This design comes from an exercise in tuning for small area on the open sky130 flow, not from production work.
Where RTL was checked, it was by simulation tests only, not by an equivalence proof against the original.
No functional check of the RTL was part of run 4.
Power is estimated from default activity; no workload was simulated.

==> flow/design.v <==
module wblsm_core (
    input  wire        clk,
    input  wire        rst,
    input  wire [31:0] prog_len,
    output wire [31:0] prog_addr,
    input  wire [31:0] prog_data,
    output wire [1:0]  status,
    output wire [2:0]  cause,
    output wire [31:0] result,
    output wire [4:0]  depth
);
    reg [4:0] ph;
    reg       init;
    reg       zD, zQ;        
    reg [1:0] status_q;
    reg [2:0] cause_q;
    reg [4:0] sp;
    reg [3:0] fp;
    reg [1:0] stage;
    reg [4:0] cur;           
    reg [4:0] nx;
    reg       eqT, eqR;
    reg [3:0] bt;            
    reg       c_q, ic_q;
    reg       dirty;
    reg [31:0] D, Q, IP, R, B;
    reg        Rs;
    reg [32*14-1:0] L;       
    reg [32*8-1:0]  F;       
    reg [32*16-1:0] M;       
    reg [5:0]       A;       
    wire ph0 = (ph == 5'd0);
    wire ph1 = (ph == 5'd1);
    wire ph31 = (ph == 5'd31);
    wire halted = (status_q != 2'd0);
    wire run = ~init & ~halted;
    wire D0 = D[0];
    wire Q0 = Q[0];
    wire IP0 = IP[0];
    wire R0 = R[0];
    wire B0 = B[0];
    wire [13:0] Lo;
    wire [7:0]  Fo;
    wire [15:0] Mo;
    genvar g;
    generate
        for (g = 0; g < 14; g = g + 1) begin : lo
            assign Lo[g] = L[32*g];
        end
        for (g = 0; g < 8; g = g + 1) begin : fo
            assign Fo[g] = F[32*g];
        end
        for (g = 0; g < 16; g = g + 1) begin : mo
            assign Mo[g] = M[32*g];
        end
    endgenerate
    wire       V  = cur[4];
    wire [3:0] OP = cur[3:0];
    wire opLOAD  = V & (OP == 4'd0);
    wire opWRITE = V & (OP == 4'd1);
    wire opLC0   = V & (OP == 4'd2);
    wire opLC1   = V & (OP == 4'd3);
    wire opDUP   = V & (OP == 4'd4);
    wire opPOP   = V & (OP == 4'd5);
    wire opJMP   = V & (OP == 4'd6);
    wire opCALL  = V & (OP == 4'd7);
    wire opRET   = V & (OP == 4'd8);
    wire opPANIC = V & (OP == 4'd9);
    wire opADD   = V & (OP == 4'd10);
    wire opSUB   = V & (OP == 4'd11);
    wire opMUL   = V & (OP == 4'd12);
    wire opDIV   = V & (OP == 4'd13);
    wire opMOD   = V & (OP == 4'd14);
    wire isEND   = V & (OP == 4'd15);
    wire s0 = (stage == 2'd0);
    wire s1 = (stage == 2'd1);
    wire s2 = (stage == 2'd2);
    wire has1 = (sp != 5'd0);
    wire has2 = (sp[4:1] != 4'd0);
    wire sp1  = (sp == 5'd1);
    wire aLOAD  = opLOAD  & (~s0 | has1);
    wire aWRITE = opWRITE & (~s0 | has2);
    wire aLC    = opLC0 | opLC1;
    wire aDUP   = opDUP   & (~s0 | has1);
    wire aPOP   = opPOP   & has1;
    wire aJMP   = opJMP   & (~s0 | has1);
    wire aCALL  = opCALL  & (~s0 | has1);
    wire aRET   = opRET   & (~s0 | (fp != 4'd0));
    wire aADD   = opADD   & has2;
    wire aSUB   = opSUB   & has2;
    wire aMUL   = opMUL   & (~s0 | has2);
    wire aDIV   = opDIV   & (~s0 | has2);
    wire aMOD   = opMOD   & (~s0 | has2);
    wire aMD    = aMUL | aDIV | aMOD;
    wire isdiv  = aDIV | aMOD;
    wire [4:0] spn = s1 ? sp - 5'd1 : sp;
    wire spgtb = (spn > {1'b0, bt});
    wire iter  = s0 & aMD & ~dirty;
    wire clrp  = s0 & aMD & dirty;      
    wire wb    = s1 & aMD;
    wire ldP1  = s0 & aLOAD;
    wire ldP2  = s1 & aLOAD;
    wire dup   = aDUP;
    wire w1    = s0 & aWRITE;
    wire w2    = s1 & aWRITE;
    wire w3    = s2 & aWRITE;
    wire jE    = s0 & aJMP;
    wire cE    = s0 & aCALL;
    wire rE    = s0 & aRET;
    wire rPop  = s1 & aRET;
    wire ctlF  = (s1 & (aJMP | aCALL)) | (s2 & aRET);
    wire lc    = aLC;
    wire popx  = aPOP | jE | cE | rPop | w3;
    wire arith = aADD | aSUB;
    wire lpop  = popx | arith | w2 | wb;
    wire single = s0 & ~(aLOAD | aWRITE | aJMP | aCALL | aRET | aMD);
    wire fetch  = run & (single | ldP2 | wb | w3 | ctlF);
    wire Ale60  = (A <= 6'd60);
    wire Dzero  = zD & (A == 6'd0);
    wire fMEM = (ldP1 & ~(zD & Ale60)) | (w1 & ~(zQ & Ale60));
    wire fSTK = lc & (sp == 5'd16);
    wire fFRM = cE & (fp == 4'd8);
    wire fDZ  = s0 & isdiv & Dzero;
    wire fault = fMEM | fSTK | fFRM | fDZ;
    wire haltnow = run & ph0 & s0 & (isEND | opPANIC | fault);
    wire dshift = ~halted & ~haltnow & ~(iter | (w1 & early));
    wire selQ = (popx & ~sp1) | arith | (wb & aDIV);
    wire selT = ldP2;
    wire rtap = R[{A[1:0], 3'b000}];
    wire selR = wb & ~aDIV;
    wire enB  = ~(init | lc | popx | ldP2 | dup | wb) | (wb & aMOD & Rs);
    wire sub  = aSUB;
    wire cin0 = aSUB | (lc & opLC1);
    wire sA = (selQ & Q0) | (selR & R0) | (selT & rtap) | (dup & dupbit & (~ph0 | dupok));
    wire sB = (D0 & enB) ^ sub;
    wire cu = ph0 ? cin0 : c_q;
    wire sum = sA ^ sB ^ cu;
    wire cnext = (sA & sB) | (sA & cu) | (sB & cu);
    wire        dv   = opDIV | opMOD;
    wire        bq   = Q[31];
    wire        abit = dv & bq;
    wire        m    = dv | bq;
    wire        dsub = dv & (ph0 | ~Rs);
    wire [32:0] Xop  = {R, abit};
    wire [32:0] Yop  = {dsub, (D & {32{m}}) ^ {32{dsub}}};
    wire [20:0] cc;
    wire [33:20] c0, c1;
    assign cc[0] = dsub;
    assign c0[20] = 1'b0;
    assign c1[20] = 1'b1;
    generate
        for (g = 0; g < 20; g = g + 1) begin : rca
            assign cc[g+1] = (Xop[g] & Yop[g]) | (cc[g] & (Xop[g] ^ Yop[g]));
        end
        for (g = 20; g < 33; g = g + 1) begin : csa
            assign c0[g+1] = (Xop[g] & Yop[g]) | (c0[g] & (Xop[g] ^ Yop[g]));
            assign c1[g+1] = (Xop[g] & Yop[g]) | (c1[g] & (Xop[g] ^ Yop[g]));
        end
    endgenerate
    wire [32:0] S33  = Xop ^ Yop ^ {cc[20] ? c1[32:20] : c0[32:20], cc[19:0]};
    wire        qbit = ~S33[32];
    wire        early = (ph[4:3] < A[1:0]);
    wire [3:0]  midx  = A[5:2] + {3'd0, early};
    wire [15:0] msel;
    generate
        for (g = 0; g < 16; g = g + 1) begin : ms
            assign msel[g] = (midx == g);
        end
    endgenerate
    wire membit = Mo[midx];
    wire [15:0] ent = {1'b0, Lo, Q0};
    wire [4:0]  spm1 = sp - 5'd1;
    wire dupok  = zD & (A[5:4] == 2'd0) & ({1'b0, A[3:0]} < spm1);
    wire dupbit = ent[A[3:0]];
    wire icu = ph0 | ic_q;
    wire incbit = IP0 ^ icu;
    wire ip_in = init ? 1'b0 :
                 fetch ? incbit :
                 (jE | cE) ? (eqT ? IP0 : D0) :
                 rE ? (eqR ? IP0 : Fo[0]) :
                 IP0;
    reg  ge_q;
    wire plb  = prog_len[ph];
    wire geu  = ph0 | ge_q;
    wire gen  = (IP0 & ~plb) | (~(IP0 ^ plb) & geu);
    wire isop = (prog_data[31:4] == 28'd0) & (prog_data[3:0] != 4'hF);
    wire [3:0] fpm1 = fp - 4'd1;
    wire bwrite = cE & (ph[4:2] == fp[2:0]);
    wire B_in = bwrite ? spm1[ph[1:0]] : B0;
    wire Qin = lc ? D0 : lpop ? Lo[0] : Q0;
    wire rin = (ldP1 & membit) | (ldP2 & R0);
    always @(posedge clk) begin
        if (dshift) D <= {sum, D[31:1]};
        if (iter) Q <= {Q[30:0], qbit};
        else      Q <= {Qin, Q[31:1]};
        if (iter) begin
            R  <= S33[31:0];
            Rs <= S33[32];
        end else begin
            R  <= {rin, R[31:1]};
            Rs <= (wb & aMOD) ? Rs : 1'b0;
        end
        IP <= {ip_in, IP[31:1]};
        B  <= {B_in, B[31:1]};
        c_q  <= cnext;
        ic_q <= IP0 & icu;
    end
    generate
        for (g = 0; g < 14; g = g + 1) begin : lst
            wire prev = (g == 0) ? Q0 : Lo[(g == 0) ? 0 : g - 1];
            wire next = (g == 13) ? Lo[13] : Lo[(g == 13) ? 13 : g + 1];
            wire lin = lc ? prev : lpop ? next : Lo[g];
            always @(posedge clk) L[32*g +: 32] <= {lin, L[32*g+1 +: 31]};
        end
        for (g = 0; g < 8; g = g + 1) begin : fst
            wire prev = (g == 0) ? IP0 : Fo[(g == 0) ? 0 : g - 1];
            wire next = (g == 7) ? Fo[7] : Fo[(g == 7) ? 7 : g + 1];
            wire fin = cE ? prev : rE ? next : Fo[g];
            always @(posedge clk) F[32*g +: 32] <= {fin, F[32*g+1 +: 31]};
        end
        for (g = 0; g < 16; g = g + 1) begin : mst
            wire we  = init | (w2 & msel[g]);
            wire min = we ? (D0 & ~init) : Mo[g];
            always @(posedge clk) M[32*g +: 32] <= {min, M[32*g+1 +: 31]};
        end
    endgenerate
    always @(posedge clk) begin
        if (rst) begin
            ph       <= 5'd0;
            init     <= 1'b1;
            status_q <= 2'd0;
            cause_q  <= 3'd0;
            sp       <= 5'd0;
            fp       <= 4'd0;
            stage    <= 2'd0;
            cur      <= 5'd0;
        end else begin
            ph <= ph + 5'd1;
            if (haltnow) begin
                if (isEND) status_q <= 2'd1;
                else if (opPANIC) status_q <= 2'd2;
                else begin
                    status_q <= 2'd3;
                    cause_q  <= fDZ ? 3'd1 : fMEM ? 3'd2 : fSTK ? 3'd3 : 3'd4;
                end
            end
            if (init & ph31) init <= 1'b0;
            if (ph31) dirty <= run & ldP2;
            if (run & ph31) begin
                if (lc) sp <= sp + 5'd1;
                else if (lpop) sp <= sp - 5'd1;
                if (cE) fp <= fp + 4'd1;
                else if (rE) fp <= fp - 4'd1;
                if (fetch) begin
                    stage <= 2'd0;
                    cur   <= gen ? 5'b11111 : nx;
                end else if (clrp) begin
                    stage <= 2'd0;
                end else if (aRET) begin
                    stage <= spgtb ? 2'd1 : 2'd2;
                end else begin
                    stage <= stage + 2'd1;
                end
            end
        end
    end
    always @(posedge clk) begin
        if (fetch) begin
            if (ph1) nx <= {isop, prog_data[3:0]};
            if (ph31) A <= (nx == 5'b10001) ? Q[6:1] : D[6:1];
            else if (ph0 & dup & ~dupok) A[3:0] <= 4'hF;
            zD <= (ph0 | zD) & ((ph < 5'd6) | ~sum);
            zQ <= (ph0 | zQ) & ((ph < 5'd6) | ~Qin);
            ge_q <= gen;
            eqT <= (ph0 | eqT) & (sum == IP0);
            eqR <= (ph0 | eqR) & (Fo[0] == IP0);
            if (ph[4:2] == fpm1[2:0]) bt <= {B0, bt[3:1]};
        end
    end
    assign prog_addr = IP;
    assign status    = status_q;
    assign cause     = cause_q;
    assign result    = D;
    assign depth     = sp;
endmodule
==> flow/flow/run.sh <==
#!/bin/bash
# The standard layout (the standard.sh, unchanged synthesis), with
# sky130_fd_sc_hd__buf_1 as the cell that buffers the ports.
set -euo pipefail
export BUFFER_PORTS_ARGS="-buffer_cell sky130_fd_sc_hd__buf_1"
bash standard.sh > standard.log 2>&1
==> flow/standard.sh <==
#!/bin/bash
# synth_recipe.tcl (not shown) runs the flow's synth.tcl, then flattens the netlist and writes it again
# the make line also repeats each setting of config.mk as NAME=value (left out here)
make -C /OpenROAD-flow-scripts/flow DESIGN_CONFIG=/design/flow/config.mk WORK_HOME=/design/flow/orfs CLKGATE_MAP_FILE= SYNTH_SCRIPT=/design/flow/synth_recipe.tcl "${@:-finish}"
==> flow/config.mk <==
export PLATFORM = sky130hd
export DESIGN_NAME = wblsm_core
export DESIGN_NICKNAME = wblsm_core
export VERILOG_FILES = /design/flow/design.v
export SDC_FILE = /design/flow/constraint.sdc
export NUM_CORES = 8
export LEC_CHECK = 0
export CAP_MARGIN = 20
export CORE_MARGIN = 2
export CORE_UTILIZATION = 65
export CTS_BUF_LIST = sky130_fd_sc_hd__clkbuf_8
export CTS_CLUSTER_DIAMETER = 35
export CTS_CLUSTER_SIZE = 24
export PLACE_DENSITY = 0.75
export SLEW_MARGIN = 20
==> flow/constraint.sdc <==
create_clock -name core_clock -period 12.0 [get_ports {clk}]
set_input_delay 2.4000 -clock core_clock [delete_from_list [all_inputs] [get_ports {clk}]]
set_output_delay 2.4000 -clock core_clock [all_outputs]
set_load 0.01 [all_outputs]
==> flow_summary.toml, run 1 <==
[setup_path]
required_ns = 12.50
r2r_end = "Rs"
cp_num_cells = 35
r2r_cells = 35
worst_setup_path_end_kind = "register"
start_kind = "register"
crit_family = "adder cells"
path_class = "reg2reg"
crit_slowest_cell = "dfxtp_1"
path_max_fanout = 21
worst-path-buf-inv = 2
reg2reg_from = "cur[3]"
crit_arrival_ns = 11.81
rrSetupSlack_ns = 0.69
max_stage_delay_ns = 0.60
cp_common_cell = "fa_1"

[placement]
dp_slack_ns = 0.405
place_area_sq_um = 36100
place_congestion = 0.816
port_buffers = 139
place_hpwl_mm = 31.9

[routing]
viasPerCell = 4.86
vias = 16200
dr.pass1.iters = 5
wire_per_inst_microns = 15.9
ant_nets = 0
drc = 0
drt_iter0_drc = 880
wl_mm = 52.8

[clock_tree]
cts_buffers = 132
cts-hold-fix-buffers = 0
cts_tree = "built"
clockRootBuffer = "clkbuf_8"
worstSkewPairLatency_ns = 0.79
clock_sinks = 1427
htree_levels = 4
cts_max_path_buffers = 3
postCtsResizedCells = 0
cts_setup_buffers = 0
path_clk_slew_ns = 0.11

[outcome]
outcome = "timing/DRC/antenna clean"

[grt]
grt_max_degree = 97
grt_pass1_wl_mm = 85.7
overflow = 0
antenna_found_initial = 0
grtUsageTotal_pct = 19.7
grt_pass1_vias = 16400

[cells_and_area]
mostFrequentLayoutCells = "dfxtp_1, nand2_1, clkbuf_8"
final_area_sq_um = 39300
nNetsFinal = 2661
final_common_cell = "dfxtp_1"
fin_util_pct = 74.4
area_delta_synth_final_pct = 12.6
drive_above_1_share_pct = 11.3

[hold_path]
hold_end = "M[81]"
min_from = "M[82]"
holdPathStages = 0
min_path_type = "reg2reg"

[power_and_ir_drop]
leakage_nw = 15.5
total_power_mw = 7.98
peakVddDrop_uv = 159
powerDensity_nw_per_um2 = 203

[synth]
ys_ff_latch = 1427
synth_mux_area_share_pct = 2.69
yosys_warnings = 1
synth-main-ff-cell = "dfxtp_1"
syn-instance-count = 2317
synth_top_family_by_area = "simple AND/OR/NAND/NOR gates"
async_flop_share_pct = 0
synth.area.top_cells = "dfxtp_1, edfxtp_1, nand2_1"
yosysSeqAreaShare_pct = 83.3
netlist_area_sq_um = 34900
synth_top_area_cell = "dfxtp_1"
synthXorXnorAreaFrac_pct = 0.878
synth_edf_count = 54
ys_types = 77
synth_top_cell_area_share_pct = 78.7
yosys.area_share.simple_pct = 5.51
synthAdderAreaFrac_pct = 2.56
synth-compound-area-share_pct = 3.66
avgSynthCellArea_sq_um = 15.1
syn-num-nets = 2442

[floorplan]
initial_core_util_pct = 66.1
die_w_microns = 236
die_height_microns = 236
coreArea_sq_um = 52900
pin_count = 140
fp-row-count = 84
dieArea_sq_um = 55600

[timing]
period_minus_slack_ns = 11.31
setup_violations = 0
maxSlewViolCount = 0
rsz0062_at_grt = "false"
fin_tns_setup_ns = 0
worstMarginPinSlew_ns = 1.08
fmax_ghz = 0.0884
finalCritPeriodShare_pct = 94.2
finalHoldViolations = 0
skew_ns = 0.0398
final.setup.worst_slack_ns = 0.692
maxSlewHeadroom_pct = 27.7

[run]
maxCapViolCount = 0
-- layer usage --
| metal | global-route usage, % | vias up | part of all wire (%) |
|---|---|---|---|
| li1 | - | 8062 | - |
| met3 | 5.24 | 118 | 5.3 |
| met5 | 0 | - | 0 |
| met2 | 30.2 | 377 | 45 |
| met1 | 26.4 | 7639 | 47 |
| met4 | 9.42 | 0 | 3.1 |
-- worst max-delay path by stage --
stage | endpoint | from
after detailed placement | Rs | cur[0]
after global placement | Rs | cur[2]
after global routing | Rs | cur[0]
after floorplan | Rs | ph[0]
after CTS | Rs | cur[0]
final | Rs | cur[3]
-- cells by family after synthesis --
| kind of cell | Yosys count |
|---|---|
| flip-flops | 1427 |
| AND/OR/NAND/NOR | 407 |
| AO/OA/AOI/OAI | 207 |
| buffers and inverters | 114 |
| multiplexers | 68 |
| adder cells (fa/ha/maj) | 59 |
| XOR/XNOR | 35 |
-- registers in the layout (all words and copies together), names as in the netlist, 6 cells and up --
name,count
D,32
A,6
F,256
R,32
IP,32
L,448
B,32
Q,32
M,512
-- area by class of cell --
class | instances | area [sq um]
sequential | 1427 | 29100
fill | 3215 | 13500
multi-input combinational | 776 | 5390
clock buffer | 148 | 2040
clock inverter | 90 | 1130
tap | 688 | 861
timing repair buffer | 152 | 619
inverter | 47 | 176
antenna | 3 | 7.51
-- where the power goes --
group	total (mW)	switching [mW]	internal [mW]
sequential	4.76	0.00118	4.76
clock	3.18	1.74	1.44
combinational	0.0386	0.0203	0.0183
-- Yosys cell counts, types with 14 or more instances --
cell type  count
dfxtp_1     1373
nand2_1      212
o21ai_0       79
nor2_1        67
edfxtp_1      54
a21oi_1       50
inv_1         47
clkbuf_1      46
mux2i_1       40
ha_1          38
nand3_1       22
fa_1          21
xnor2_1       21
mux4_2        20
buf_2         14
nor3_1        14
xor2_1        14
-- stage by stage --
step           cells  hold WS [ns]
2_1_floorplan   2317         0.310
3_3_place_gp    3090         0.310
3_5_place_dp    3090         0.312
4_1_cts         3328         0.297
5_1_grt         3328         0.308
6_report        3331         0.304
==> run 2, diff against run 1 <==
--- a/flow/config.mk
+++ b/flow/config.mk
@@ -9,7 +9,7 @@
 export CORE_MARGIN = 2
 export CORE_UTILIZATION = 65
 export CTS_BUF_LIST = sky130_fd_sc_hd__clkbuf_8
-export CTS_CLUSTER_DIAMETER = 35
-export CTS_CLUSTER_SIZE = 24
+export CTS_CLUSTER_DIAMETER = 60
+export CTS_CLUSTER_SIZE = 22
 export PLACE_DENSITY = 0.75
 export SLEW_MARGIN = 20
==> flow_summary.toml, run 2 <==
[grt]
antenna_found_initial = 1
grt_max_degree = 97
grt_pass1_vias = 15600
grtUsageTotal_pct = 18.5
grt_pass1_wl_mm = 81.4
overflow = 0

[synth]
yosysSeqAreaShare_pct = 83.3
yosys_warnings = 1
synth_mux_area_share_pct = 2.69
syn-num-nets = 2442
ys_types = 77
synth_top_area_cell = "dfxtp_1"
netlist_area_sq_um = 34900
synth_common_cells = "dfxtp_1, nand2_1, o21ai_0"
synthAdderAreaFrac_pct = 2.56
avgSynthCellArea_sq_um = 15.1
synth.area.top_cells = "dfxtp_1, edfxtp_1, nand2_1"
synth-compound-area-share_pct = 3.66
async_flop_share_pct = 0
synth_most_common_cell = "dfxtp_1"
synth_top_cell_area_share_pct = 78.7
synth_edf_count = 54
syn-instance-count = 2317
synth_top_family_by_area = "simple AND/OR/NAND/NOR gates"
synth-main-ff-cell = "dfxtp_1"
synthXorXnorAreaFrac_pct = 0.878
ys_ff_latch = 1427
yosys.area_share.simple_pct = 5.51

[setup_path]
worst_setup_path_end_kind = "register"
max_stage_delay_ns = 0.60
rrSetupSlack_ns = 0.68
r2r_cells = 35
r2r_end = "Rs"
path_max_fanout = 13
start_kind = "register"
crit_slowest_cell = "dfxtp_1"
cp-endpoint = "Rs"
crit_arrival_ns = 11.75
reg2reg_from = "cur[2]"
cp_common_cell = "fa_1"
required_ns = 12.43
critical_path.startpoint = "cur[2]"
path_class = "reg2reg"

[clock_tree]
worstSkewPairLatency_ns = 0.71
cts-hold-fix-buffers = 0
clockRootBuffer = "clkbuf_8"
clock_sinks = 1427
cts_max_path_buffers = 3
cts_tree = "built"
htree_levels = 3
cts_buffers = 79
path_clk_slew_ns = 0.13

[cells_and_area]
mostFrequentLayoutCells = "dfxtp_1, nand2_1, buf_1"
drive_above_1_share_pct = 6.50
finalNonFillerCells = 3198
fillCellCount = 3499
final_common_cell = "dfxtp_1"
top_regs = "M (512), L (448), F (256)"
nNetsFinal = 2608
fin_util_pct = 71.0
area_delta_synth_final_pct = 7.39
largest_register_ff_count = 512
top_register = "M"

[power_and_ir_drop]
total_power_mw = 6.81
powerDensity_nw_per_um2 = 182
peakVddDrop_uv = 134
leakage_nw = 14.6

[routing]
wire_per_inst_microns = 15.7
wl_mm = 50.3
ant_nets = 0
dr.pass1.iters = 5
drc = 0
vias = 15700
viasPerCell = 4.92
drt_iter0_drc = 891

[timing]
worstMarginPinSlew_ns = 1.03
setup_violations = 0
period_minus_slack_ns = 11.32
maxSlewHeadroom_pct = 30.5
finalCritPeriodShare_pct = 94.4
skew_ns = 0.0376
maxSlewViolCount = 0
fmax_ghz = 0.0883
fin_tns_setup_ns = 0
final.setup.worst_slack_ns = 0.676
finalHoldViolations = 0

[outcome]
outcome = "timing/DRC/antenna clean"

[floorplan]
die_w_microns = 236
coreArea_sq_um = 52900
fp-row-count = 84
dieArea_sq_um = 55600
pin_count = 140
die_height_microns = 236
initial_core_util_pct = 66.1

[run]
maxCapViolCount = 0

[hold_path]
min_path_type = "reg2reg"

[placement]
place_congestion = 0.816
port_buffers = 139
place_hpwl_mm = 31.9
dp_slack_ns = 0.405
placedCellCount = 3090
==> run 2: cell counts after synthesis <==
No cell type changed its count.
==> run 2: worst max-delay path: cells and delay by family (launching register included) <==
family / cells / cell delay [ns]
buf+inv: 2 / 0.28
fa+ha+maj: 20 / 7.48
flops: 1 / 0.60
xor+xnor: 2 / 0.35
simple gates: 4 / 0.54
compound gates: 7 / 1.79
==> run 2: how the worst min path moves through the flow <==
stage,start,end,slack [ns],cells after the start
final,F[37],F[36],0.32,0
after global routing,F[37],F[36],0.32,0
after CTS,F[37],F[36],0.30,0
after detailed placement,L[307],L[306],0.31,0
after global placement,L[333],L[332],0.31,0
after floorplan,B[1],B[0],0.31,0
==> run 2: logic make-up after synthesis <==
kind of cell               count (synthesis)
xor gates and xnor gates                  35
buffers and inverters                    114
AOI/OAI and AO/OA                        207
DFF                                     1427
and+or+nand+nor                          407
adders and majority gates                 59
muxes                                     68
==> run 2: layout make-up <==
type	count	area, sq um	area share, %
flip-flops and latches	1427	29100	77.6
multi-input cells	776	5390	14.4
clock buffers	83	1140	3.05
well taps	688	861	2.29
repair buffers	152	619	1.65
clock inverters	24	214	0.570
inverters	47	176	0.470
diodes	1	2.50	0.00667
==> run 2: per-stage QoR <==
stage          instance area [sq um]  hold slack (ns)
2_1_floorplan                  34900            0.310
3_3_place_gp                   36100            0.310
3_5_place_dp                   36100            0.312
4_1_cts                        37500            0.303
5_1_grt                        37500            0.316
6_report                       37500            0.323
==> run 2: power by group <==
| part | internal, mW | leakage, nW | switching (mW) | total (mW) |
|---|---|---|---|---|
| combinational | 0.0183 | 2.26 | 0.0202 | 0.0385 |
| clock | 0.682 | 0.726 | 1.33 | 2.01 |
| sequential | 4.76 | 11.7 | 0.00115 | 4.76 |
==> run 2: metal layers <==
layer	GRT usage (%)	wire [microns]
met1	26.0	24200
met2	28.8	22600
met3	4.27	2320
met4	6.02	1190
met5	0	0
==> run 2: repair_timing <==
item                                    CTS  global route
hold endpoints to repair                  0             0
endpoints found under the setup margin    0             3
resized for setup                         0             2
setup buffers                             0             0
==> run 3, diff against run 2 <==
--- a/flow/config.mk
+++ b/flow/config.mk
@@ -9,7 +9,7 @@
 export CORE_MARGIN = 2
 export CORE_UTILIZATION = 65
 export CTS_BUF_LIST = sky130_fd_sc_hd__clkbuf_8
-export CTS_CLUSTER_DIAMETER = 60
-export CTS_CLUSTER_SIZE = 22
+export CTS_CLUSTER_DIAMETER = 50
+export CTS_CLUSTER_SIZE = 20
 export PLACE_DENSITY = 0.75
 export SLEW_MARGIN = 20
==> flow_summary.toml, run 3 <==
[outcome]
outcome = "timing/DRC/antenna clean"

[grt]
grt_pass1_wl_mm = 82.1
grt.busiest_layer = "met2"
met3_usage_pct = 3.93
met1_usage_pct = 26.1
overflow = 0
grt_max_degree = 97
antenna_found_initial = 1
grt_pass1_vias = 15800
grtUsageTotal_pct = 18.6
grt_util_met2_pct = 28.7

[synth]
synth_most_common_cell = "dfxtp_1"
yosysSeqAreaShare_pct = 83.3
synth_common_cells = "dfxtp_1, nand2_1, o21ai_0"
synth-main-ff-cell = "dfxtp_1"
async_flop_share_pct = 0
synth_edf_count = 54
synth_top_cell_area_share_pct = 78.7
avgSynthCellArea_sq_um = 15.1
yosys_warnings = 1
synth_top_area_cell = "dfxtp_1"
syn-num-nets = 2442
ys_types = 77
synth.area.top_cells = "dfxtp_1, edfxtp_1, nand2_1"
syn-instance-count = 2317
ys_ff_latch = 1427
netlist_area_sq_um = 34900

[setup_path]
crit_slowest_cell = "dfxtp_1"
r2r_end = "Rs"
path_class = "reg2reg"
max_stage_delay_ns = 0.60
rrSetupSlack_ns = 0.74
path_max_fanout = 21
start_kind = "register"
required_ns = 12.41
crit_arrival_ns = 11.67
r2r_cells = 35
reg2reg_from = "cur[2]"
critical_path.startpoint = "cur[2]"
cp_common_cell = "fa_1"
worst_setup_path_end_kind = "register"
cp-endpoint = "Rs"

[timing]
worstMarginPinSlew_ns = 1.05
setup_violations = 0
maxSlewViolCount = 0
final.setup.worst_slack_ns = 0.736
fin_tns_setup_ns = 0
fmax_ghz = 0.0888
maxSlewHeadroom_pct = 29.8
skew_ns = 0.0254
rsz0062_at_grt = "false"
finalCritPeriodShare_pct = 93.9
finalHoldViolations = 0
period_minus_slack_ns = 11.26

[clock_tree]
worstSkewPairLatency_ns = 0.70
cts_buffers = 91
htree_levels = 3
clock_sinks = 1427
path_clk_slew_ns = 0.11
cts_setup_buffers = 0
cts_tree = "built"
cts_max_path_buffers = 3
postCtsResizedCells = 0
clockRootBuffer = "clkbuf_8"
cts-hold-fix-buffers = 0

[cells_and_area]
top_regs = "M (512), L (448), F (256)"
area_delta_synth_final_pct = 8.71
mostFrequentLayoutCells = "dfxtp_1, nand2_1, buf_1"
final_common_cell = "dfxtp_1"
drive_above_1_share_pct = 7.65
nNetsFinal = 2620
largest_register_ff_count = 512
top_register = "M"

[floorplan]
pin_count = 140
dieArea_sq_um = 55600
die_height_microns = 236
coreArea_sq_um = 52900
fp-row-count = 84
die_w_microns = 236
initial_core_util_pct = 66.1

[placement]
dp_slack_ns = 0.405
place_hpwl_mm = 31.9
port_buffers = 139
place_congestion = 0.816

[power_and_ir_drop]
total_power_mw = 7.11
leakage_nw = 14.9
powerDensity_nw_per_um2 = 187
peakVddDrop_uv = 162

[hold_path]
holdPathStages = 0
min_path_type = "reg2reg"

[run]
maxCapViolCount = 0

[routing]
dr.pass1.iters = 5
wl_mm = 50.5
drc = 0
drt_iter0_drc = 937
viasPerCell = 4.89
vias = 15800
wire_per_inst_microns = 15.7
ant_nets = 0
-- run 3: cell count changes in the layout (fill, tap and decap cells not counted), sizes merged --
cell      previous run  this run
clkbuf              83       100
clkinv               2         8
bufinv               1         6
clkinvlp             2         5
inv                 66        63
diode                1         2
-- run 3: per-layer routing --
layer,share of wire [%],up-vias
met3,4.0,105
met2,44,276
li1,-,7903
met5,0,-
met1,48,7497
met4,3.4,0
-- run 3: worst min path at each step --
| stage | slack (ns) | from | end |
|---|---|---|---|
| after floorplan | 0.31 | B[1] | B[0] |
| after global placement | 0.31 | L[333] | L[332] |
| after detailed placement | 0.31 | L[307] | L[306] |
| after CTS | 0.32 | F[122] | F[121] |
| after global routing | 0.32 | M[510] | M[509] |
| final | 0.32 | M[510] | M[509] |
-- run 3: report_power, final --
group	switching, mW	internal, mW
combinational	0.0205	0.0183
clock	1.38	0.926
sequential	0.00114	4.76
-- run 3: layout make-up --
cell class	count	area, sq um
Antenna cell	2	5.00
Clock buffer	100	1380
Timing Repair Buffer	152	619
Inverter	47	176
Fill cell	3410	14900
Sequential cell	1427	29100
Clock inverter	35	437
Multi-Input combinational cell	776	5390
Tap cell	688	861
-- run 3: worst max-delay path: cells and delay by family (launching register included) --
| family | cells | cell delay [ns] |
|---|---|---|
| adders and majority gates | 20 | 7.47 |
| xor gates and xnor gates | 2 | 0.35 |
| buffers and inverters | 2 | 0.31 |
| DFF | 1 | 0.60 |
| and+or+nand+nor | 4 | 0.53 |
| AOI/OAI and AO/OA | 7 | 1.71 |
-- run 3: stage by stage --
| stage | utilization, % | hold WS [ns] | cell area [sq um] | cells |
|---|---|---|---|---|
| global placement | 68.4 | 0.310 | 36100 | 3090 |
| CTS | 71.8 | 0.319 | 38000 | 3225 |
| floorplan | - | 0.310 | 34900 | 2317 |
| finish | 71.8 | 0.322 | 38000 | 3227 |
| detailed placement | 68.4 | 0.312 | 36100 | 3090 |
| global route | 71.8 | 0.320 | 38000 | 3226 |
-- run 3: kinds of logic (layout without fill, tap and decap cells) --
family / after synthesis / in the layout / synth area share [%]
compound gates: 207 / 207 / 3.66
xor+xnor: 35 / 35 / 0.878
fa+ha+maj: 59 / 59 / 2.56
buf+inv: 114 / 334 / 1.36
flops: 1427 / 1427 / 83.3
mux: 68 / 68 / 2.69
other cells: 0 / 2 / 0
simple gates: 407 / 407 / 5.51
==> run 4, diff against run 3 <==
--- a/flow/design.v
+++ b/flow/design.v
@@ -11,7 +11,7 @@
 );
     reg [4:0] ph;
     reg       init;
-    reg       zD, zQ;        
+    reg       zA;            
     reg [1:0] status_q;
     reg [2:0] cause_q;
     reg [4:0] sp;
@@ -116,8 +116,8 @@
     wire single = s0 & ~(aLOAD | aWRITE | aJMP | aCALL | aRET | aMD);
     wire fetch  = run & (single | ldP2 | wb | w3 | ctlF);
     wire Ale60  = (A <= 6'd60);
-    wire Dzero  = zD & (A == 6'd0);
-    wire fMEM = (ldP1 & ~(zD & Ale60)) | (w1 & ~(zQ & Ale60));
+    wire Dzero  = zA & (A == 6'd0);
+    wire fMEM = (ldP1 | w1) & ~(zA & Ale60);
     wire fSTK = lc & (sp == 5'd16);
     wire fFRM = cE & (fp == 4'd8);
     wire fDZ  = s0 & isdiv & Dzero;
@@ -142,7 +142,7 @@
     wire        m    = dv | bq;
     wire        dsub = dv & (ph0 | ~Rs);
     wire [32:0] Xop  = {R, abit};
-    wire [32:0] Yop  = {dsub, (D & {32{m}}) ^ {32{dsub}}};
+    wire [32:0] Yop  = {dsub, (D | {32{dsub}}) & ~({32{dsub}} & D) & ({32{m}} | {32{dsub}})};
     wire [20:0] cc;
     wire [33:20] c0, c1;
     assign cc[0] = dsub;
@@ -170,7 +170,7 @@
     wire membit = Mo[midx];
     wire [15:0] ent = {1'b0, Lo, Q0};
     wire [4:0]  spm1 = sp - 5'd1;
-    wire dupok  = zD & (A[5:4] == 2'd0) & ({1'b0, A[3:0]} < spm1);
+    wire dupok  = zA & (A[5:4] == 2'd0) & ({1'b0, A[3:0]} < spm1);
     wire dupbit = ent[A[3:0]];
     wire icu = ph0 | ic_q;
     wire incbit = IP0 ^ icu;
@@ -269,8 +269,7 @@
             if (ph1) nx <= {isop, prog_data[3:0]};
             if (ph31) A <= (nx == 5'b10001) ? Q[6:1] : D[6:1];
             else if (ph0 & dup & ~dupok) A[3:0] <= 4'hF;
-            zD <= (ph0 | zD) & ((ph < 5'd6) | ~sum);
-            zQ <= (ph0 | zQ) & ((ph < 5'd6) | ~Qin);
+            zA <= (ph0 | zA) & ((ph < 5'd6) | ~((nx == 5'b10001) ? Qin : sum));
             ge_q <= gen;
             eqT <= (ph0 | eqT) & (sum == IP0);
             eqR <= (ph0 | eqR) & (Fo[0] == IP0);
==> flow_summary.toml, run 4 <==
[grt]
grt_pass1_wl_mm = 82.7
overflow = 0
met3_usage_pct = 4.03
antenna_found_initial = 2
grt.busiest_layer = "met2"
grt_util_met2_pct = 28.0
grtUsageTotal_pct = 18.8
grt_pass1_vias = 15800
grt_max_degree = 95
met1_usage_pct = 27.6

[timing]
period_minus_slack_ns = 11.58
maxSlewViolCount = 0
skew_ns = 0.0360
maxSlewHeadroom_pct = 38.9
fin_hold_ws_ns = 0.307
worstMarginPinSlew_ns = 0.904
finalHoldViolations = 0
fin_tns_setup_ns = 0
setup_violations = 0
rsz0062_at_grt = "false"
fmax_ghz = 0.0864
finalCritPeriodShare_pct = 96.5
final.setup.worst_slack_ns = 0.424

[cells_and_area]
fillCellCount = 3482
final_area_sq_um = 37900
nNetsFinal = 2632
top_register = "M"
final_common_cell = "dfxtp_1"
largest_register_ff_count = 512
drive_above_1_share_pct = 7.77
top_regs = "M (512), L (448), F (256)"
fin_util_pct = 71.9
mostFrequentLayoutCells = "dfxtp_1, nand2_1, buf_1"
area_delta_synth_final_pct = 8.87

[setup_path]
path_class = "reg2reg"
crit_arrival_ns = 12.00
max_stage_delay_ns = 0.43
worst-path-buf-inv = 3
crit_slowest_cell = "fa_1"
worst_setup_path_end_kind = "register"
r2r_cells = 39
start_kind = "register"
required_ns = 12.42
path_max_fanout = 6
cp_num_cells = 39
crit_family = "adder cells"
cp_common_cell = "fa_1"

[routing]
wl_mm = 51.5
vias = 15900
viasPerCell = 4.92
drt_iter0_drc = 861
dr.pass1.iters = 5
wire_per_inst_microns = 15.9
ant_nets = 0
drc = 0

[synth]
async_flop_share_pct = 0
synth.area.top_cells = "dfxtp_1, edfxtp_1, nand2_1"
synth_top_cell_area_share_pct = 78.9
synth_top_family_by_area = "simple AND/OR/NAND/NOR gates"
yosysSeqAreaShare_pct = 83.5
yosys.area_share.simple_pct = 5.69
synth_mux_area_share_pct = 2.68
netlist_area_sq_um = 34800
ys_types = 72
syn-instance-count = 2318
synth_top_area_cell = "dfxtp_1"
synth_common_cells = "dfxtp_1, nand2_1, nor2_1"
syn-num-nets = 2444
yosys_warnings = 1
ys_ff_latch = 1426
synth_edf_count = 53
avgSynthCellArea_sq_um = 15.0
synth-compound-area-share_pct = 3.38
synthXorXnorAreaFrac_pct = 0.830
synthAdderAreaFrac_pct = 2.63
synth-main-ff-cell = "dfxtp_1"
synth_most_common_cell = "dfxtp_1"

[placement]
dp_slack_ns = 0.0522
place_hpwl_mm = 32.5
place_congestion = 0.809
place_area_sq_um = 36100
port_buffers = 139

[clock_tree]
clockRootBuffer = "clkbuf_8"
cts_tree = "built"
worstSkewPairLatency_ns = 0.71
cts_buffers = 92
path_clk_slew_ns = 0.11
cts_max_path_buffers = 3
clock_sinks = 1426
htree_levels = 3

[floorplan]
initial_core_util_pct = 66.0
fp-row-count = 84
coreArea_sq_um = 52800
dieArea_sq_um = 55500
die_w_microns = 236
die_height_microns = 236
pin_count = 140

[run]
maxCapViolCount = 0

[power_and_ir_drop]
peakVddDrop_uv = 188
powerDensity_nw_per_um2 = 186
leakage_nw = 14.9

[outcome]
outcome = "timing/DRC/antenna clean"

[hold_path]
holdPathStages = 0
min_path_type = "reg2reg"
## run 4: cell types whose count changed in the layout (fill, tap and decap cells not counted), moves of 5 or more
cell / delta
nor2_1: +11
a21oi_1: +10
buf_4: +8
nand2_1: -7
a31oi_1: -6
nand2b_1: +6
nand4b_1: -6
o311a_1: -5
xor2_1: -5
## run 4: timing repair
action                                  in CTS  in global routing
buffers inserted                             0                  1
hold buffers                                 0                  0
endpoints found under the setup margin       0                  3
gates resized for setup                      0                  4
## run 4: final cells by class
cell class / count / area [sq um] / share of cell area, %
Tap cell: 688 / 861 / 2.27
Timing Repair Buffer: 160 / 679 / 1.79
Inverter: 48 / 180 / 0.475
Antenna cell: 1 / 2.50 / 0.00660
Clock buffer: 98 / 1350 / 3.56
Clock inverter: 37 / 422 / 1.11
Multi-Input combinational cell: 778 / 5360 / 14.1
Sequential cell: 1426 / 29100 / 76.7
## run 4: through the flow
stage | std cells | total power, mW
floorplan | 2318 | 4.89
global placement | 3099 | 4.90
detailed placement | 3099 | 4.90
CTS | 3234 | 7.14
global route | 3236 | 7.31
finish | 3236 | 7.07
## run 4: cells by family (layout without fill, tap and decap cells)
| group | count (synthesis) | count (layout) |
|---|---|---|
| flops | 1426 | 1426 |
| simple gates | 421 | 421 |
| compound gates | 198 | 198 |
| buf+inv | 114 | 343 |
| mux | 66 | 66 |
| fa+ha+maj | 60 | 60 |
| xor+xnor | 33 | 33 |
| other cells | 0 | 1 |
## run 4: worst reg2reg max path: cells and delay by family (launching register included)
family,cells,cell delay [ns]
adders and majority gates,22,8.43
AOI/OAI and AO/OA,3,0.63
DFF,1,0.35
and+or+nand+nor,8,1.04
buffers and inverters,3,0.34
xor gates and xnor gates,3,0.51
## run 4: path summary, 6_finish.rpt
| check | startpoint | endpoint | slack (ns) |
|---|---|---|---|
| max | ph[1] | Rs | 0.42 |
| min | L[371] | L[370] | 0.31 |
| max reg2reg | ph[1] | Rs | 0.42 |
| min reg2reg | L[371] | L[370] | 0.31 |
## run 4: layer usage
layer	vias up	wire [microns]	share of wire, %
li1	7892	-	-
met1	7561	25800	50
met2	388	21900	42
met3	94	2470	4.8
met4	0	1390	2.7
met5	-	0	0
## run 4: report_power, final
part	switching (mW)	total [mW]	internal, mW
clock network	1.42	2.28	0.860
logic	0.0222	0.0400	0.0178
registers	0.000452	4.76	4.76
==> run 5, diff against run 4 <==
--- a/flow/design.v
+++ b/flow/design.v
@@ -184,9 +184,8 @@
     wire geu  = ph0 | ge_q;
     wire gen  = (IP0 & ~plb) | (~(IP0 ^ plb) & geu);
     wire isop = (prog_data[31:4] == 28'd0) & (prog_data[3:0] != 4'hF);
-    wire [3:0] fpm1 = fp - 4'd1;
-    wire bwrite = cE & (ph[4:2] == fp[2:0]);
-    wire B_in = bwrite ? spm1[ph[1:0]] : B0;
+    wire ph03 = (ph[4:2] == 3'd0);
+    wire B_in = cE ? (ph03 ? spm1[ph[1:0]] : bt[0]) : rE ? B[4] : B0;
     wire Qin = lc ? D0 : lpop ? Lo[0] : Q0;
     wire rin = (ldP1 & membit) | (ldP2 & R0);
     always @(posedge clk) begin
@@ -202,6 +201,7 @@
         end
         IP <= {ip_in, IP[31:1]};
         B  <= {B_in, B[31:1]};
+        if (cE | (rE & ph03)) bt <= {B0, bt[3:1]};
         c_q  <= cnext;
         ic_q <= IP0 & icu;
     end
@@ -273,7 +273,6 @@
             ge_q <= gen;
             eqT <= (ph0 | eqT) & (sum == IP0);
             eqR <= (ph0 | eqR) & (Fo[0] == IP0);
-            if (ph[4:2] == fpm1[2:0]) bt <= {B0, bt[3:1]};
         end
     end
     assign prog_addr = IP;
--- a/flow/config.mk
+++ b/flow/config.mk
@@ -11,5 +11,6 @@
 export CTS_BUF_LIST = sky130_fd_sc_hd__clkbuf_8
 export CTS_CLUSTER_DIAMETER = 50
 export CTS_CLUSTER_SIZE = 20
+export GPL_TIMING_DRIVEN = 0
 export PLACE_DENSITY = 0.75
 export SLEW_MARGIN = 20
==> flow_summary.toml, run 5 <==
[floorplan]
coreArea_sq_um = 52800
die_height_microns = 235
dieArea_sq_um = 55400
fp-row-count = 84
die_w_microns = 235
initial_core_util_pct = 66.0
pin_count = 140

[synth]
synth-compound-area-share_pct = 3.60
netlist_area_sq_um = 34800
synth_top_family_by_area = "simple AND/OR/NAND/NOR gates"
async_flop_share_pct = 0
synth.area.top_cells = "dfxtp_1, edfxtp_1, nand2_1"
avgSynthCellArea_sq_um = 15.0
synthAdderAreaFrac_pct = 2.65
ys_types = 76
synth_edf_count = 53
synth_top_area_cell = "dfxtp_1"
yosysSeqAreaShare_pct = 83.6
ys_ff_latch = 1426
synth_common_cells = "dfxtp_1, nand2_1, nor2_1"
synth_top_cell_area_share_pct = 79.0
yosys_warnings = 1
synth_mux_area_share_pct = 2.58
synth_most_common_cell = "dfxtp_1"
synthXorXnorAreaFrac_pct = 0.780
yosys.area_share.simple_pct = 5.55
syn-instance-count = 2313
synth-main-ff-cell = "dfxtp_1"
syn-num-nets = 2439

[cells_and_area]
drive_above_1_share_pct = 8.15
fillCellCount = 3410
largest_register_ff_count = 512
finalNonFillerCells = 3266
fin_util_pct = 72.0
top_register = "M"
top_regs = "M (512), L (448), F (256)"
mostFrequentLayoutCells = "dfxtp_1, nand2_1, buf_1"
area_delta_synth_final_pct = 9.13
final_common_cell = "dfxtp_1"
final_area_sq_um = 38000
nNetsFinal = 2669

[routing]
ant_nets = 0
wl_met1_mm = 25.7
route.top_layer_used = "met4"
wl_mm = 53.0
met2WireLength_mm = 23.6
viasPerCell = 4.90
drt_iter0_drc = 800
dr.pass1.iters = 5
wire_per_inst_microns = 16.2
met3_length_mm = 2.45
vias = 16000
drc = 0

[timing]
maxSlewViolCount = 0
finalCritPeriodShare_pct = 96.3
fmax_ghz = 0.0865
period_minus_slack_ns = 11.55
fin_hold_ws_ns = 0.321
setup_violations = 0
rsz0062_at_grt = "false"
finalHoldViolations = 0
skew_ns = 0.0261
maxSlewHeadroom_pct = 27.1
worstMarginPinSlew_ns = 1.08

[placement]
placedCellCount = 3140
port_buffers = 139
place_congestion = 0.833
place_area_sq_um = 36200
place_hpwl_mm = 35.1

[clock_tree]
path_clk_slew_ns = 0.11
clock_sinks = 1426
cts_buffers = 88
cts_max_path_buffers = 3
worstSkewPairLatency_ns = 0.71
htree_levels = 3
cts_tree = "built"
clockRootBuffer = "clkbuf_8"
cts-hold-fix-buffers = 0

[grt]
grt_pass1_vias = 15900
grt_pass1_wl_mm = 85.5
overflow = 0
antenna_found_initial = 0
grtUsageTotal_pct = 19.8
grt_max_degree = 33

[setup_path]
crit_slowest_cell = "fa_1"
critical_path.startpoint = "ph[1]"
crit_arrival_ns = 12.00
reg2reg_from = "ph[1]"
max_stage_delay_ns = 0.42
start_kind = "register"
path_max_fanout = 10
path_class = "reg2reg"
cp_common_cell = "fa_1"
worst_setup_path_end_kind = "register"
r2r_cells = 40
required_ns = 12.45

[run]
maxCapViolCount = 0

[power_and_ir_drop]
peakVddDrop_uv = 143
total_power_mw = 7.01
powerDensity_nw_per_um2 = 185
leakage_nw = 14.7

[hold_path]
min_path_type = "reg2reg"
min_from = "L[287]"
holdPathStages = 0

[outcome]
outcome = "timing/DRC/antenna clean"
==> run 5: report_power, final <==
part	leakage [nW]	switching (mW)	internal (mW)
Sequential	11.7	0.00238	4.76
Combinational	2.22	0.0223	0.0199
Clock	0.854	1.37	0.838
==> run 5: cell families (layout without fill, tap and decap cells) <==
| group | after synthesis | count (layout) |
|---|---|---|
| adders and majority gates | 60 | 60 |
| muxes | 64 | 64 |
| buffers and inverters | 107 | 370 |
| AOI/OAI and AO/OA | 202 | 202 |
| other | 0 | 2 |
| DFF | 1426 | 1426 |
| xor gates and xnor gates | 31 | 31 |
| and+or+nand+nor | 423 | 423 |
==> run 5: what timing repair did <==
action,CTS,global route
pin swaps,2,2
setup endpoints to repair,11,3
resized for setup,34,16
setup buffers,1,3
==> run 5: layer usage <==
| layer | up-vias | global-route usage [%] |
|---|---|---|
| met4 | 0 | 6.35 |
| met5 | - | 0 |
| met2 | 317 | 30.8 |
| met3 | 106 | 3.94 |
| li1 | 7982 | - |
| met1 | 7605 | 28.2 |
==> run 5: final cells by class <==
cell class / count / area (sq um) / share of cell area [%]
tap: 688 / 861 / 2.27
antenna: 2 / 5.00 / 0.0132
inverter: 46 / 178 / 0.468
sequential: 1426 / 29100 / 76.6
timing repair buffer: 143 / 552 / 1.45
clock inverter: 32 / 379 / 0.998
clock buffer: 91 / 1250 / 3.30
multi-input combinational: 780 / 5370 / 14.1
buffer: 58 / 294 / 0.774
==> run 5: through the flow <==
stage	TNS [ns]	setup WS, ns
final	0	0.445
after global routing	0	0.00526
after CTS	0	0.0190
after detailed placement	-7.86	-1.67
after global placement	-5.28	-1.43
after floorplan	0	0.173
==> run 5: path summary, 6_finish.rpt <==
check / endpoint / slack (ns)
worst max-delay path: Rs / 0.45
worst min-delay path: L[286] / 0.32
worst max register to register: Rs / 0.45
worst min register to register: L[286] / 0.32
==> run 5: critical path, delay by kind of cell (launching register included) <==
| family | cells | cell delay (ns) |
|---|---|---|
| simple gates | 7 | 0.94 |
| xor+xnor | 2 | 0.30 |
| buf+inv | 4 | 0.41 |
| flops | 1 | 0.39 |
| compound gates | 5 | 1.03 |
| fa+ha+maj | 22 | 8.19 |
==> run 6, diff against run 5 <==
--- a/flow/config.mk
+++ b/flow/config.mk
@@ -11,6 +11,5 @@
 export CTS_BUF_LIST = sky130_fd_sc_hd__clkbuf_8
 export CTS_CLUSTER_DIAMETER = 50
 export CTS_CLUSTER_SIZE = 20
-export GPL_TIMING_DRIVEN = 0
 export PLACE_DENSITY = 0.75
 export SLEW_MARGIN = 20
==> flow_summary.toml, run 6 <==
[outcome]
outcome = "timing/DRC/antenna clean"

[cells_and_area]
top_regs = "M (512), L (448), F (256)"
fin_util_pct = 71.7
top_register = "M"
final_common_cell = "dfxtp_1"
mostFrequentLayoutCells = "dfxtp_1, nand2_1, buf_1"
largest_register_ff_count = 512
finalNonFillerCells = 3235
area_delta_synth_final_pct = 8.65
drive_above_1_share_pct = 8.01
nNetsFinal = 2633

[clock_tree]
cts_buffers = 89
clock_sinks = 1426
htree_levels = 3
cts-hold-fix-buffers = 0
cts_max_path_buffers = 3
cts_tree = "built"
clockRootBuffer = "clkbuf_8"
path_clk_slew_ns = 0.11
worstSkewPairLatency_ns = 0.71

[synth]
ys_ff_latch = 1426
synth_top_area_cell = "dfxtp_1"
synth-main-ff-cell = "dfxtp_1"
synth_edf_count = 53
ys_types = 76
avgSynthCellArea_sq_um = 15.0
netlist_area_sq_um = 34800
syn-num-nets = 2439
synth_common_cells = "dfxtp_1, nand2_1, nor2_1"
yosysSeqAreaShare_pct = 83.6
yosys_warnings = 1
synth_top_cell_area_share_pct = 79.0
synth_most_common_cell = "dfxtp_1"
async_flop_share_pct = 0
synth.area.top_cells = "dfxtp_1, edfxtp_1, nand2_1"
syn-instance-count = 2313

[grt]
overflow = 0
antenna_found_initial = 1
grt_max_degree = 96
grtUsageTotal_pct = 19.0
grt_pass1_wl_mm = 82.9
grt_pass1_vias = 15700

[setup_path]
max_stage_delay_ns = 0.43
start_kind = "register"
crit_slowest_cell = "fa_1"
cp_common_cell = "fa_1"
crit_arrival_ns = 11.79
path_class = "reg2reg"
path_max_fanout = 5
r2r_cells = 38
worst_setup_path_end_kind = "register"
required_ns = 12.41

[floorplan]
initial_core_util_pct = 66.0
fp-row-count = 84
coreArea_sq_um = 52800
pin_count = 140
die_height_microns = 235
dieArea_sq_um = 55400
die_w_microns = 235

[routing]
ant_nets = 0
viasPerCell = 4.86
dr.pass1.iters = 5
wire_per_inst_microns = 15.9
drc = 0
vias = 15700
drt_iter0_drc = 808
wl_mm = 51.4

[placement]
dp_slack_ns = 0.0931
place_hpwl_mm = 33.2
place_congestion = 0.835
port_buffers = 139
placedCellCount = 3103

[timing]
maxSlewViolCount = 0
skew_ns = 0.0322
fin_tns_setup_ns = 0
maxSlewHeadroom_pct = 44.1
fin_hold_ws_ns = 0.319
setup_violations = 0
final.setup.worst_slack_ns = 0.624
rsz0062_at_grt = "false"
period_minus_slack_ns = 11.38
finalHoldViolations = 0
worstMarginPinSlew_ns = 0.838
finalCritPeriodShare_pct = 94.8
fmax_ghz = 0.0879

[power_and_ir_drop]
leakage_nw = 14.7
powerDensity_nw_per_um2 = 185
peakVddDrop_uv = 146

[run]
maxCapViolCount = 0

[hold_path]
holdPathStages = 0
min_path_type = "reg2reg"
## run 6: cell counts after synthesis
Identical to the previous run, type by type.
## run 6: cell type report
| cell class | count | area [sq um] |
|---|---|---|
| Sequential cell | 1426 | 29100 |
| Clock inverter | 36 | 384 |
| Timing Repair Buffer | 164 | 709 |
| Tap cell | 688 | 861 |
| Fill cell | 3377 | 14900 |
| Clock buffer | 94 | 1290 |
| Antenna cell | 1 | 2.50 |
| Multi-Input combinational cell | 780 | 5310 |
| Inverter | 46 | 173 |
## run 6: final timing paths
path          from     to  slack (ns)
max          ph[4]     Rs        0.62
min reg2reg  L[77]  L[76]        0.32
max reg2reg  ph[4]     Rs        0.62
min          L[77]  L[76]        0.32
## run 6: logic make-up (layout without fill, tap and decap cells)
group	after synthesis	after routing	synth area share (%)
compound gates	202	202	3.60
xor+xnor	31	31	0.780
fa+ha+maj	60	60	2.65
buf+inv	107	340	1.28
flops	1426	1426	83.6
mux	64	64	2.58
other cells	0	1	0
simple gates	423	423	5.55
## run 6: metal layers
metal / track usage (%) / routed length, microns / vias to the layer above
met4: 5.48 / 1070 / 2
met5: 0 / 12 / -
met2: 28.6 / 22400 / 311
met3: 4.77 / 2620 / 76
met1: 27.4 / 25300 / 7427
li1: - / - / 7896
## run 6: through the flow
stage	power (mW)	cell area [sq um]
finish	7.01	37800
global route	7.25	37800
CTS	7.07	37800
detailed placement	4.91	36100
global placement	4.91	36100
floorplan	4.89	34800
## run 6: report_power, final
part	internal [mW]	switching [mW]
Sequential	4.76	0.000687
Combinational	0.0183	0.0224
Clock	0.838	1.37
## run 6: critical path, delay by kind of cell, from the launching register on
family | cells | cell delay (ns)
compound gates | 5 | 1.07
xor+xnor | 2 | 0.30
fa+ha+maj | 21 | 8.08
buf+inv | 2 | 0.13
flops | 1 | 0.38
simple gates | 8 | 1.13
## run 6: repair_timing
action | 4_1_cts | 5_1_grt
setup buffers | 0 | 1
hold endpoints to repair | 0 | 0
gates resized for setup | 0 | 7
endpoints found under the setup margin | 0 | 3
==> run 7, diff against run 6 <==
==> flow/flow/run.sh (replaced) <==
#!/bin/bash
# The standard layout (the standard.sh, unchanged synthesis), with
# sky130_fd_sc_hd__buf_1 as the port buffers and no dummy clock loads.
set -euo pipefail
export BUFFER_PORTS_ARGS="-buffer_cell sky130_fd_sc_hd__buf_1"
export CTS_ARGS="-sink_clustering_enable -repair_clock_nets -sink_clustering_size 20 -sink_clustering_max_diameter 50 -buf_list {sky130_fd_sc_hd__clkbuf_4 sky130_fd_sc_hd__clkbuf_8} -dont_use_dummy_load"
bash standard.sh > standard.log 2>&1
==> flow_summary.toml, run 7 <==
[setup_path]
path_max_fanout = 5
path_class = "reg2reg"
start_kind = "register"
cp_common_cell = "fa_1"
crit_arrival_ns = 11.82
required_ns = 12.37
crit_slowest_cell = "fa_1"
worst_setup_path_end_kind = "register"
max_stage_delay_ns = 0.44

[placement]
port_buffers = 139
placedCellCount = 3103
place_hpwl_mm = 33.2
place_congestion = 0.835

[cells_and_area]
area_delta_synth_final_pct = 7.34
drive_above_1_share_pct = 6.59
largest_register_ff_count = 512
finalNonFillerCells = 3194
nNetsFinal = 2633
fillCellCount = 3430
mostFrequentLayoutCells = "dfxtp_1, nand2_1, buf_1"
top_register = "M"
final_common_cell = "dfxtp_1"
top_regs = "M (512), L (448), F (256)"

[clock_tree]
htree_levels = 3
worstSkewPairLatency_ns = 0.71
cts_buffers = 89
cts_tree = "built"
cts_max_path_buffers = 3
clock_sinks = 1426
cts-hold-fix-buffers = 0
clockRootBuffer = "clkbuf_8"
path_clk_slew_ns = 0.11

[routing]
viasPerCell = 4.89
dr.pass1.iters = 5
wire_per_inst_microns = 16.0
drt_iter0_drc = 755
ant_nets = 0
drc = 0
wl_mm = 51.0
vias = 15600

[timing]
rsz0062_at_grt = "false"
fmax_ghz = 0.0873
setup_violations = 0
fin_tns_setup_ns = 0
finalCritPeriodShare_pct = 95.4
finalHoldViolations = 0
maxSlewViolCount = 0
period_minus_slack_ns = 11.45
maxSlewHeadroom_pct = 43.9
worstMarginPinSlew_ns = 0.842
skew_ns = 0.0832

[synth]
synthXorXnorAreaFrac_pct = 0.780
synth-compound-area-share_pct = 3.60
yosys.area_share.simple_pct = 5.55
synth_mux_area_share_pct = 2.58
synth_most_common_cell = "dfxtp_1"
netlist_area_sq_um = 34800
avgSynthCellArea_sq_um = 15.0
syn-instance-count = 2313
synth_common_cells = "dfxtp_1, nand2_1, nor2_1"
yosys_warnings = 1
synth.area.top_cells = "dfxtp_1, edfxtp_1, nand2_1"
ys_types = 76
synthAdderAreaFrac_pct = 2.65
syn-num-nets = 2439
synth-main-ff-cell = "dfxtp_1"
ys_ff_latch = 1426
synth_top_cell_area_share_pct = 79.0
synth_top_family_by_area = "simple AND/OR/NAND/NOR gates"
yosysSeqAreaShare_pct = 83.6
synth_edf_count = 53
synth_top_area_cell = "dfxtp_1"
async_flop_share_pct = 0

[grt]
overflow = 0
antenna_found_initial = 2
grtUsageTotal_pct = 18.9
grt_max_degree = 96
grt_pass1_vias = 15600
grt_pass1_wl_mm = 82.5

[floorplan]
fp-row-count = 84
die_w_microns = 235
pin_count = 140
coreArea_sq_um = 52800
dieArea_sq_um = 55400
initial_core_util_pct = 66.0
die_height_microns = 235

[run]
maxCapViolCount = 0

[power_and_ir_drop]
powerDensity_nw_per_um2 = 180
peakVddDrop_uv = 145
total_power_mw = 6.73
leakage_nw = 14.5

[hold_path]
min_path_type = "reg2reg"

[outcome]
outcome = "timing/DRC/antenna clean"
run 7: where the power goes:
group | leakage, nW | switching (mW) | internal, mW
combinational | 2.17 | 0.0226 | 0.0183
sequential | 11.7 | 0.000703 | 4.76
clock | 0.640 | 1.26 | 0.669
run 7: worst paths after layout:
check | cells past startpoint | from | slack (ns) | end
setup / recovery | 38 | ph[4] | 0.55 | Rs
hold / removal | 0 | L[77] | 0.28 | L[76]
setup reg to reg | 38 | ph[4] | 0.55 | Rs
hold reg to reg | 0 | L[77] | 0.28 | L[76]
run 7: layout make-up:
class	instances	area [sq um]	area share, %
clock buffers	89	1220	3.28
flip-flops and latches	1426	29100	77.8
inverters	46	173	0.462
diodes	1	2.50	0.00670
multi-input cells	780	5310	14.2
repair buffers	164	709	1.90
well taps	688	861	2.30
run 7: repair_timing:
item / in CTS / in global routing
gates resized for setup: 0 / 6
endpoints found under the setup margin: 0 / 3
buffers inserted: 0 / 1
run 7: through the flow:
| stage | setup slack (ns) | util, % | hold slack [ns] | area, sq um |
|---|---|---|---|---|
| floorplan | 0.173 | - | 0.310 | 34800 |
| CTS | 0.128 | 70.7 | 0.283 | 37300 |
| finish | 0.548 | 70.8 | 0.279 | 37400 |
| detailed placement | 0.0931 | 68.4 | 0.312 | 36100 |
| global route | 0.0310 | 70.8 | 0.274 | 37400 |
| global placement | 0.305 | 68.4 | 0.310 | 36100 |
run 7: logic make-up after synthesis:
logic type,count (synthesis)
flops,1426
simple gates,423
compound gates,202
buf+inv,107
mux,64
fa+ha+maj,60
xor+xnor,31
run 7: critical path: cells and delay by family (launching register included):
| kind | cells | cell delay (ns) |
|---|---|---|
| adder cells (fa/ha/maj) | 21 | 8.11 |
| AO/OA/AOI/OAI | 5 | 1.09 |
| XOR/XNOR | 2 | 0.30 |
| AND/OR/NAND/NOR | 8 | 1.13 |
| buffers and inverters | 2 | 0.13 |
| flip-flops | 1 | 0.38 |
run 7: layer usage:
| metal | global-route usage (%) | up-vias | share of wire [%] |
|---|---|---|---|
| met5 | 0 | - | 0.024 |
| met4 | 5.91 | 2 | 2.3 |
| met3 | 4.63 | 77 | 4.7 |
| li1 | - | 7852 | - |
| met2 | 28.2 | 266 | 43 |
| met1 | 27.4 | 7429 | 50 |
==> run 8, diff against run 7 <==
==> flow/flow/run.sh (replaced) <==
#!/bin/bash
# The standard layout (the standard.sh, unchanged synthesis), with
# sky130_fd_sc_hd__buf_1 as the port buffers and no dummy clock loads.
set -euo pipefail
export BUFFER_PORTS_ARGS="-buffer_cell sky130_fd_sc_hd__buf_1"
export CTS_ARGS="-sink_clustering_enable -repair_clock_nets -sink_clustering_size 22 -sink_clustering_max_diameter 45 -buf_list sky130_fd_sc_hd__clkbuf_8 -dont_use_dummy_load"
bash standard.sh > standard.log 2>&1
==> flow_summary.toml, run 8 <==
[synth]
synth_top_cell_area_share_pct = 79.0
syn-num-nets = 2439
avgSynthCellArea_sq_um = 15.0
yosys_warnings = 1
ys_types = 76
yosysSeqAreaShare_pct = 83.6
synth.area.top_cells = "dfxtp_1, edfxtp_1, nand2_1"
syn-instance-count = 2313
synth_edf_count = 53
ys_ff_latch = 1426
netlist_area_sq_um = 34800
synth-main-ff-cell = "dfxtp_1"
synth_common_cells = "dfxtp_1, nand2_1, nor2_1"
async_flop_share_pct = 0
synth_top_area_cell = "dfxtp_1"
synth_most_common_cell = "dfxtp_1"

[cells_and_area]
final_common_cell = "dfxtp_1"
top_regs = "M (512), L (448), F (256)"
mostFrequentLayoutCells = "dfxtp_1, nand2_1, buf_1"
largest_register_ff_count = 512
drive_above_1_share_pct = 6.96
finalNonFillerCells = 3202
area_delta_synth_final_pct = 7.68
nNetsFinal = 2641
top_register = "M"

[power_and_ir_drop]
power.switching_mw = 1.30
peakVddDrop_uv = 161
p_seq_share_pct = 70.0
leakage_nw = 14.5
intPower_mw = 5.50
clockPowerShare_pct = 29.4
swShare_pct = 19.1
total_power_mw = 6.80
powerDensity_nw_per_um2 = 181
pwr-share-comb_pct = 0.6

[setup_path]
path_class = "reg2reg"
max_stage_delay_ns = 0.44
crit_family = "adder cells"
required_ns = 12.32
path_max_fanout = 5
worst_setup_path_end_kind = "register"
rrSetupSlack_ns = 0.51
crit_arrival_ns = 11.81
worst-path-buf-inv = 2
cp_common_cell = "fa_1"
crit_slowest_cell = "fa_1"
r2r_end = "Rs"
reg2reg_from = "ph[4]"
critical_path.startpoint = "ph[4]"
cp-endpoint = "Rs"
start_kind = "register"
r2r_cells = 38
cp_num_cells = 38

[timing]
rsz0062_at_grt = "false"
fin_tns_setup_ns = 0
fmax_ghz = 0.0870
setup_violations = 0
worstMarginPinSlew_ns = 0.850
finalCritPeriodShare_pct = 95.7
period_minus_slack_ns = 11.49
finalHoldViolations = 0
skew_ns = 0.133
maxSlewViolCount = 0
maxSlewHeadroom_pct = 43.3

[placement]
place_hpwl_mm = 33.2
port_buffers = 139
place_congestion = 0.835
placedCellCount = 3103

[clock_tree]
htree_levels = 3
cts-hold-fix-buffers = 0
clock_sinks = 1426
clockRootBuffer = "clkbuf_8"
cts_max_path_buffers = 3
cts_tree = "built"
cts_buffers = 97
worstSkewPairLatency_ns = 0.73
path_clk_slew_ns = 0.12

[routing]
wire_per_inst_microns = 16.0
wl_met1_mm = 25.2
met2WireLength_mm = 22.1
drc = 0
drt_iter0_drc = 769
wl_mm = 51.2
viasPerCell = 4.88
route.top_layer_used = "met5"
vias = 15600
met3_length_mm = 2.69
ant_nets = 0
dr.pass1.iters = 6

[floorplan]
initial_core_util_pct = 66.0
dieArea_sq_um = 55400
fp-row-count = 84
coreArea_sq_um = 52800
die_w_microns = 235
pin_count = 140
die_height_microns = 235

[outcome]
outcome = "timing/DRC/antenna clean"

[grt]
overflow = 0
grt_pass1_wl_mm = 82.7
grt_pass1_vias = 15600
grt_max_degree = 96
grtUsageTotal_pct = 18.9
antenna_found_initial = 1

[run]
maxCapViolCount = 0

[hold_path]
min_path_type = "reg2reg"
run 8: cell counts after synthesis:
No cell type changed its count.
run 8: worst min-delay path by stage:
stage           start     end  depth (start not counted)
2_1_floorplan    B[1]    B[0]                          0
3_3_place_gp   M[429]  M[428]                          0
3_5_place_dp   F[136]  F[135]                          0
4_1_cts        M[159]  M[158]                          0
5_1_grt        M[159]  M[158]                          0
6_report       M[159]  M[158]                          0
run 8: area by class of cell:
| type | count | area, sq um |
|---|---|---|
| inverter | 46 | 173 |
| sequential | 1426 | 29100 |
| tap | 688 | 861 |
| antenna | 1 | 2.50 |
| clock buffer | 97 | 1340 |
| multi-input combinational | 780 | 5320 |
| timing repair buffer | 164 | 709 |
| fill | 3418 | 15300 |
run 8: routing by layer:
metal  GRT usage [%]  up-vias
met5               0        -
met4            5.67        2
met3            4.64       81
met2            28.5      300
met1            27.3     7385
li1                -     7865
run 8: what timing repair did:
item,CTS,global route
setup buffers,0,1
resized for setup,0,8
setup endpoints to repair,0,3
run 8: cells by family after synthesis:
family | after synthesis | share of synthesized area (%)
AND/OR/NAND/NOR | 423 | 5.55
AO/OA/AOI/OAI | 202 | 3.60
buffers and inverters | 107 | 1.28
flip-flops | 1426 | 83.6
XOR/XNOR | 31 | 0.780
multiplexers | 64 | 2.58
adder cells (fa/ha/maj) | 60 | 2.65
run 8: per-stage QoR:
step / utilization, % / setup WS [ns] / hold WS, ns / cell area, sq um
after global placement: 68.4 / 0.305 / 0.310 / 36100
after global routing: 71.0 / 0.0100 / 0.192 / 37500
after floorplan: - / 0.173 / 0.310 / 34800
after detailed placement: 68.4 / 0.0931 / 0.312 / 36100
final: 71.0 / 0.510 / 0.207 / 37500
after CTS: 71.0 / 0.00506 / 0.188 / 37400
run 8: power groups by stage:
stage	combinational, mW	sequential (mW)	clock (mW)
2_1_floorplan	0.0197	4.87	0
3_3_place_gp	0.0404	4.87	0
3_5_place_dp	0.0413	4.87	0
4_1_cts	0.0416	4.76	2.06
5_1_grt	0.0450	4.76	2.23
6_report	0.0407	4.76	2.00

-- what the ideal ports hide --
The flow's constraints put no driver on any port. The routed layouts listed below were extracted and timed again, unchanged, in two steps.
Step 1 assumes that a clkbuf_16 drives the clock port and a buf_2 every other input.
Step 2 times the ports against the registers' clock, not the clock port: input delays grow and output delays shrink by t, the midpoint of the rising clock arrivals with the driver on.
Slacks: ideal / step 1 / step 2; pairs: ideal / step 1.
| run | t (ns) | setup slack, ns | hold WS [ns] | worst setup path at the end | worst slew at a driven data input, ns |
|---|---|---|---|---|---|
| run 1 | 0.830 | 0.692 / 0.692 / 0.692 | 0.304 / 0.304 / 0.304 | register to register | 0.05 |
| run 2 | 0.750 | 0.676 / 0.676 / 0.676 | 0.323 / 0.323 / 0.323 | register to register | 0.04 |
| run 3 | 0.738 | 0.736 / 0.736 / 0.736 | 0.322 / 0.322 / 0.322 | register to register | 0.04 |
| run 4 | 0.756 | 0.424 / 0.424 / 0.424 | 0.307 / 0.307 / 0.307 | register to register | 0.06 |
| run 5 | 0.759 | 0.445 / 0.445 / 0.445 | 0.321 / 0.321 / 0.321 | register to register | 0.05 |
| run 6 | 0.750 | 0.624 / 0.624 / 0.624 | 0.319 / 0.319 / 0.319 | register to register | 0.05 |
| run 7 | 0.726 | 0.548 / 0.548 / 0.548 | 0.279 / 0.279 / 0.279 | register to register | 0.05 |
| run 8 | 0.721 | 0.510 / 0.510 / 0.510 | 0.207 / 0.207 / 0.207 | register to register | 0.05 |
After both steps every run listed still meets setup and hold.
